Source: an optimization exercise on an open RTL-to-GDS flow (aim: small area, a short achievable clock period and few clock cycles). Production flows keep margins and buffers that such runs may drop. At most, simulation tests tie the RTL to the original design; equivalence was not proved.

==> inputs of wip/onyx <==
Design zre_rot, start of the top module:
module zre_rot (
    input  wire       clk,
    input  wire       rst,
    input  wire       start,
    input  wire [1:0] mode,
    input  wire [4:0] width,      
    input  wire [4:0] height,     
    input  wire       pix_valid,
    input  wire       pix,
    output reg        out_valid,
    output reg  [7:0] out_byte,
    output reg        out_last
);
    reg [1:0]  cfg_mode;
    reg [3:0]  wm1, hm1;           
    reg        busy;               
    reg        in_act;             
    reg [3:0]  ic;                 
    reg [3:0]  oc;                 
    reg        m0_pend;            
    reg        k;                  
    reg [3:0]  p;                  
    reg [4:0]  q;                  
    reg [15:0] col [0:15];
    reg        pv, px;
    always @(posedge clk) begin
        pv <= pix_valid;
        px <= pix;
    end
    wire m_none = (cfg_mode == 2'd0);
    wire m_cw   = (cfg_mode == 2'd1);
    wire m_180  = (cfg_mode == 2'd3);
    wire transp = cfg_mode[0] ^ cfg_mode[1];
    wire in_done = busy & ~in_act;
    wire [3:0] owm1 = transp ? hm1 : wm1;         
    wire [3:0] ohm1 = transp ? wm1 : hm1;         
  ...
==> module zre_rot, before the edit <==
module zre_rot (
    input  wire       clk,
    input  wire       rst,
    input  wire       start,
    input  wire [1:0] mode,
    input  wire [4:0] width,      
    input  wire [4:0] height,     
    input  wire       pix_valid,
    input  wire       pix,
    output reg        out_valid,
    output reg  [7:0] out_byte,
    output reg        out_last
);
    reg [1:0]  cfg_mode;
    reg [3:0]  wm1, hm1;           
    reg        busy;               
    reg        in_act;             
    reg [3:0]  ic;                 
    reg [3:0]  oc;                 
    reg        m0_pend;            
    reg        k;                  
    reg [3:0]  p;                  
    reg [4:0]  q;                  
    reg [15:0] col [0:15];
    reg        pv, px;
    always @(posedge clk) begin
        pv <= pix_valid;
        px <= pix;
    end
    wire m_none = (cfg_mode == 2'd0);
    wire m_cw   = (cfg_mode == 2'd1);
    wire m_180  = (cfg_mode == 2'd3);
    wire transp = cfg_mode[0] ^ cfg_mode[1];
    wire in_done = busy & ~in_act;
    wire [3:0] owm1 = transp ? hm1 : wm1;         
    wire [3:0] ohm1 = transp ? wm1 : hm1;         
    reg        s2;                                 
    wire we      = pv & in_act;
    wire row_end = m_180 ? (ic == 4'd0) : (ic == wm1);
    wire last_y  = m_cw ? (oc == 4'd0) : (oc == hm1);
    wire [3:0] wc = transp ? oc : ic;
    integer i;
    always @(posedge clk) begin
        for (i = 0; i < 16; i = i + 1)
            if (we && wc == i[3:0])
                col[i] <= {col[i][14:0], px};
    end
    wire ready    = m_none ? m0_pend : (m_cw ? ~q[4] : in_done);
    wire emit     = busy & ready;
    wire row_last = m_cw ? (p == 4'd0) : (p == ohm1);
    wire k_end    = (k == s2);
    wire row_adv  = emit & ~m_none & k_end;
    wire last_b   = m_none ? in_done : (k_end & row_last);
    reg [7:0] rd;
    integer b;
    always @(*) begin
        for (b = 0; b < 8; b = b + 1) begin
            if (k)
                rd[7 - b] = col[8 + b][p];
            else if (b == 0)
                rd[7 - b] = col[0][m_cw ? q[3:0] : p];
            else
                rd[7 - b] = col[b][p];
            if (!((~k & owm1[3]) | (b[2:0] <= owm1[2:0])))
                rd[7 - b] = 1'b0;
        end
    end
    wire q_up = we & last_y;                       
    wire q_dn = row_adv;
    always @(posedge clk) begin
        if (rst) begin
            busy      <= 1'b0;
            in_act    <= 1'b0;
            m0_pend   <= 1'b0;
            out_valid <= 1'b0;
        end else begin
            out_valid <= emit;
            m0_pend   <= we & m_none & ((ic[2:0] == 3'd7) | row_end);
            if (!busy) begin
                busy   <= start;
                in_act <= start;
            end else begin
                if (we && row_end && last_y) in_act <= 1'b0;
                if (emit && last_b) busy <= 1'b0;
            end
        end
    end
    always @(posedge clk) begin
        out_byte <= rd;
        out_last <= last_b;
        if (!busy) begin
            cfg_mode <= mode;
            wm1      <= 4'(width - 5'd1);
            hm1      <= 4'(height - 5'd1);
            ic       <= (mode == 2'd3) ? 4'(width - 5'd1) : 4'd0;
            oc       <= (mode == 2'd1) ? 4'(height - 5'd1) : 4'd0;
            k        <= 1'b0;
            p        <= (mode == 2'd1) ? 4'(width - 5'd1) : 4'd0;
            q        <= 5'h1f;
            s2       <= (mode[0] ^ mode[1]) ? (height > 5'd8) : (width > 5'd8);
        end else begin
            if (we) begin
                if (row_end)
                    ic <= m_180 ? wm1 : 4'd0;
                else
                    ic <= m_180 ? ic - 4'd1 : ic + 4'd1;
                if (row_end)
                    oc <= m_cw ? oc - 4'd1 : oc + 4'd1;
                if (m_none) k <= ic[3];
            end
            if (emit && !m_none) begin
                k <= ~k & s2;
                if (k_end)
                    p <= m_cw ? p - 4'd1 : p + 4'd1;
            end
            if (q_up && !q_dn)
                q <= q + 5'd1;
            else if (q_dn && !q_up)
                q <= q - 5'd1;
        end
    end
endmodule
export LEC_CHECK = 0
export CAP_MARGIN = 20
export CORE_MARGIN = 2
export CORE_UTILIZATION = 65
export PLACE_DENSITY = 0.75
export SLEW_MARGIN = 20
export SYNTH_MEMORY_MAX_BITS = 4096
export BUFFER_PORTS_ARGS = -buffer_cell sky130_fd_sc_hd__buf_2
export CTS_ARGS = -sink_clustering_enable -repair_clock_nets -sink_clustering_size 24 -sink_clustering_max_diameter 80 -buf_list sky130_fd_sc_hd__clkbuf_16 -dont_use_dummy_load
export SETUP_SLACK_MARGIN = 7.2
create_clock -name core_clock -period 10.0 [get_ports {clk}]
standard.sh (not shown) runs the stock make flow with config.mk's settings and CLKGATE_MAP_FILE= SYNTH_SCRIPT=/design/flow/synth_recipe.tcl, a recipe that flattens the netlist after the stock synthesis.
==> flow/flow/run.sh <==
#!/bin/bash
# The standard ORFS layout (standard.sh: standard synthesis, floorplan,
# placement, CTS, routing) with a few settings of its steps changed:
#  - port buffers are plain buffers (buf_2) instead of the delay cells that
#    buffer_ports picks by itself,
#  - the clock tree uses fewer, larger leaf clusters and no dummy loads,
#  - repair_timing aims at 7.2 ns of setup slack on the design's 10 ns clock
#    (the SDC is the standard flow's, unchanged).
# make's full output goes to standard.log; ORFS keeps each step's log under
# orfs/logs/.
set -euo pipefail
cat >> config.mk <<'EOC'
export BUFFER_PORTS_ARGS = -buffer_cell sky130_fd_sc_hd__buf_2
export CTS_ARGS = -sink_clustering_enable -repair_clock_nets -sink_clustering_size 24 -sink_clustering_max_diameter 80 -buf_list sky130_fd_sc_hd__clkbuf_16 -dont_use_dummy_load
export SETUP_SLACK_MARGIN = 7.2
EOC
bash standard.sh > standard.log 2>&1
==> inputs of wip/garnet, as changes to wip/onyx <==
--- a/flow/design.v
+++ b/flow/design.v
@@ -16,6 +16,5 @@
     reg        busy;               
     reg        in_act;             
-    reg [3:0]  ic;                 
-    reg [3:0]  oc;                 
+    reg [3:0]  x, y;               
     reg        m0_pend;            
     reg        k;                  
@@ -30,14 +29,21 @@
     wire m_none = (cfg_mode == 2'd0);
     wire m_cw   = (cfg_mode == 2'd1);
-    wire m_180  = (cfg_mode == 2'd3);
     wire transp = cfg_mode[0] ^ cfg_mode[1];
     wire in_done = busy & ~in_act;
     wire [3:0] owm1 = transp ? hm1 : wm1;         
     wire [3:0] ohm1 = transp ? wm1 : hm1;         
-    reg        s2;                                 
+    wire       s2   = owm1[3];                    
     wire we      = pv & in_act;
-    wire row_end = m_180 ? (ic == 4'd0) : (ic == wm1);
-    wire last_y  = m_cw ? (oc == 4'd0) : (oc == hm1);
-    wire [3:0] wc = transp ? oc : ic;
+    wire row_end = (x == wm1);
+    wire last_y  = (y == hm1);
+    reg [3:0] wc;                                  
+    always @(*) begin
+        case (cfg_mode)
+            2'd0: wc = x;
+            2'd1: wc = hm1 - y;
+            2'd2: wc = y;
+            default: wc = wm1 - x;
+        endcase
+    end
     integer i;
     always @(posedge clk) begin
@@ -59,5 +65,5 @@
                 rd[7 - b] = col[8 + b][p];
             else if (b == 0)
-                rd[7 - b] = col[0][m_cw ? q[3:0] : p];
+                rd[7 - b] = col[0][q[3:0]];
             else
                 rd[7 - b] = col[b][p];
@@ -66,6 +72,7 @@
         end
     end
-    wire q_up = we & last_y;                       
-    wire q_dn = row_adv;
+    wire inc  = m_cw & last_y;                     
+    wire q_up = m_cw ? (we & inc & ~row_adv) : row_adv;
+    wire q_dn = m_cw & row_adv & ~(we & inc);
     always @(posedge clk) begin
         if (rst) begin
@@ -76,5 +83,5 @@
         end else begin
             out_valid <= emit;
-            m0_pend   <= we & m_none & ((ic[2:0] == 3'd7) | row_end);
+            m0_pend   <= we & m_none & ((x[2:0] == 3'd7) | row_end);
             if (!busy) begin
                 busy   <= start;
@@ -93,19 +100,14 @@
             wm1      <= 4'(width - 5'd1);
             hm1      <= 4'(height - 5'd1);
-            ic       <= (mode == 2'd3) ? 4'(width - 5'd1) : 4'd0;
-            oc       <= (mode == 2'd1) ? 4'(height - 5'd1) : 4'd0;
+            x        <= 4'd0;
+            y        <= 4'd0;
             k        <= 1'b0;
             p        <= (mode == 2'd1) ? 4'(width - 5'd1) : 4'd0;
-            q        <= 5'h1f;
-            s2       <= (mode[0] ^ mode[1]) ? (height > 5'd8) : (width > 5'd8);
+            q        <= (mode == 2'd1) ? 5'h1f : 5'd0;
         end else begin
             if (we) begin
-                if (row_end)
-                    ic <= m_180 ? wm1 : 4'd0;
-                else
-                    ic <= m_180 ? ic - 4'd1 : ic + 4'd1;
-                if (row_end)
-                    oc <= m_cw ? oc - 4'd1 : oc + 4'd1;
-                if (m_none) k <= ic[3];
+                x <= row_end ? 4'd0 : x + 4'd1;
+                if (row_end) y <= y + 4'd1;
+                if (m_none) k <= x[3];
             end
             if (emit && !m_none) begin
@@ -114,7 +116,7 @@
                     p <= m_cw ? p - 4'd1 : p + 4'd1;
             end
-            if (q_up && !q_dn)
+            if (q_up)
                 q <= q + 5'd1;
-            else if (q_dn && !q_up)
+            else if (q_dn)
                 q <= q - 5'd1;
         end
==> flow/flow/run.sh (replaced) <==
#!/bin/bash
# Standard ORFS layout (the standard.sh), with the port buffers made of
# plain sky130 buffers instead of the delay cells buffer_ports picks by itself.
set -euo pipefail
cat >> config.mk <<'EOC'
export BUFFER_PORTS_ARGS = -buffer_cell sky130_fd_sc_hd__buf_2
EOC
bash standard.sh > standard.log 2>&1
==> flow/config.mk (replaced) <==
export PLATFORM = sky130hd
export DESIGN_NAME = zre_rot
export DESIGN_NICKNAME = zre_rot
export VERILOG_FILES = /design/flow/design.v
export SDC_FILE = /design/flow/constraint.sdc
export NUM_CORES = 4
export LEC_CHECK = 0
export CAP_MARGIN = 20
export CORE_MARGIN = 2
export CORE_UTILIZATION = 40
export PLACE_DENSITY = 0.6
export SLEW_MARGIN = 20
export SYNTH_MEMORY_MAX_BITS = 4096
export BUFFER_PORTS_ARGS = -buffer_cell sky130_fd_sc_hd__buf_2
==> results.txt <==
Outcome - timing/DRC/antenna clean
Cell count along the critical path - 14
Mux cell area share after synthesis - 15.81%
Synth unique cells - 63
Worst R2R Path Depth - 14
Post-CTS Setup Bufs - 0
CLK BUF - 49
the above is filed under wip/garnet

==> results.txt <==
Outcome - timing/DRC/antenna clean
Post-CTS Setup Bufs - 2
Worst R2R Path Depth - 13
Synth unique cells - 44
Cell count along the critical path - 1
the above is filed under wip/onyx

Testbench counts of wip/onyx, summed over its fixed seeds: cycles 92,706.
The RTL of wip/garnet was laid out without a check of its function.

[port drivers added, routing unchanged]
How much do the figures lean on ideal ports? The routed layouts below were timed once more, with nothing changed but the port constraints. Step 1: set_driving_cell puts a clkbuf_16 on clk and a buf_2 on each other input, an assumption about the parent block. Step 2 moves the port delays by t, midway between the first and last clock arrival at a register: inputs arrive t later, outputs are due t later. That takes back most of the time a late clock gives input paths. Three values: ideal, step 1, step 2; two values: the first two.
run | t, ns | setup WS [ns] | worst hold slack (ns) | worst slew at a driven data input, ns | cell pins on the clock port's net
wip/onyx | 0.529 | 7.046 / 7.002 / 6.878 | 0.447 / 0.447 / 0.447 | 0.04 | 1
wip/garnet | 0.590 | 5.914 / 5.914 / 5.914 | 0.442 / 0.442 / 0.442 | 0.03 | 1
After both steps setup and hold are still met in every run listed. For wip/onyx, which loses most, drivers alone change the setup slack by -0.044 ns; drivers and shift together by -0.168 ns.
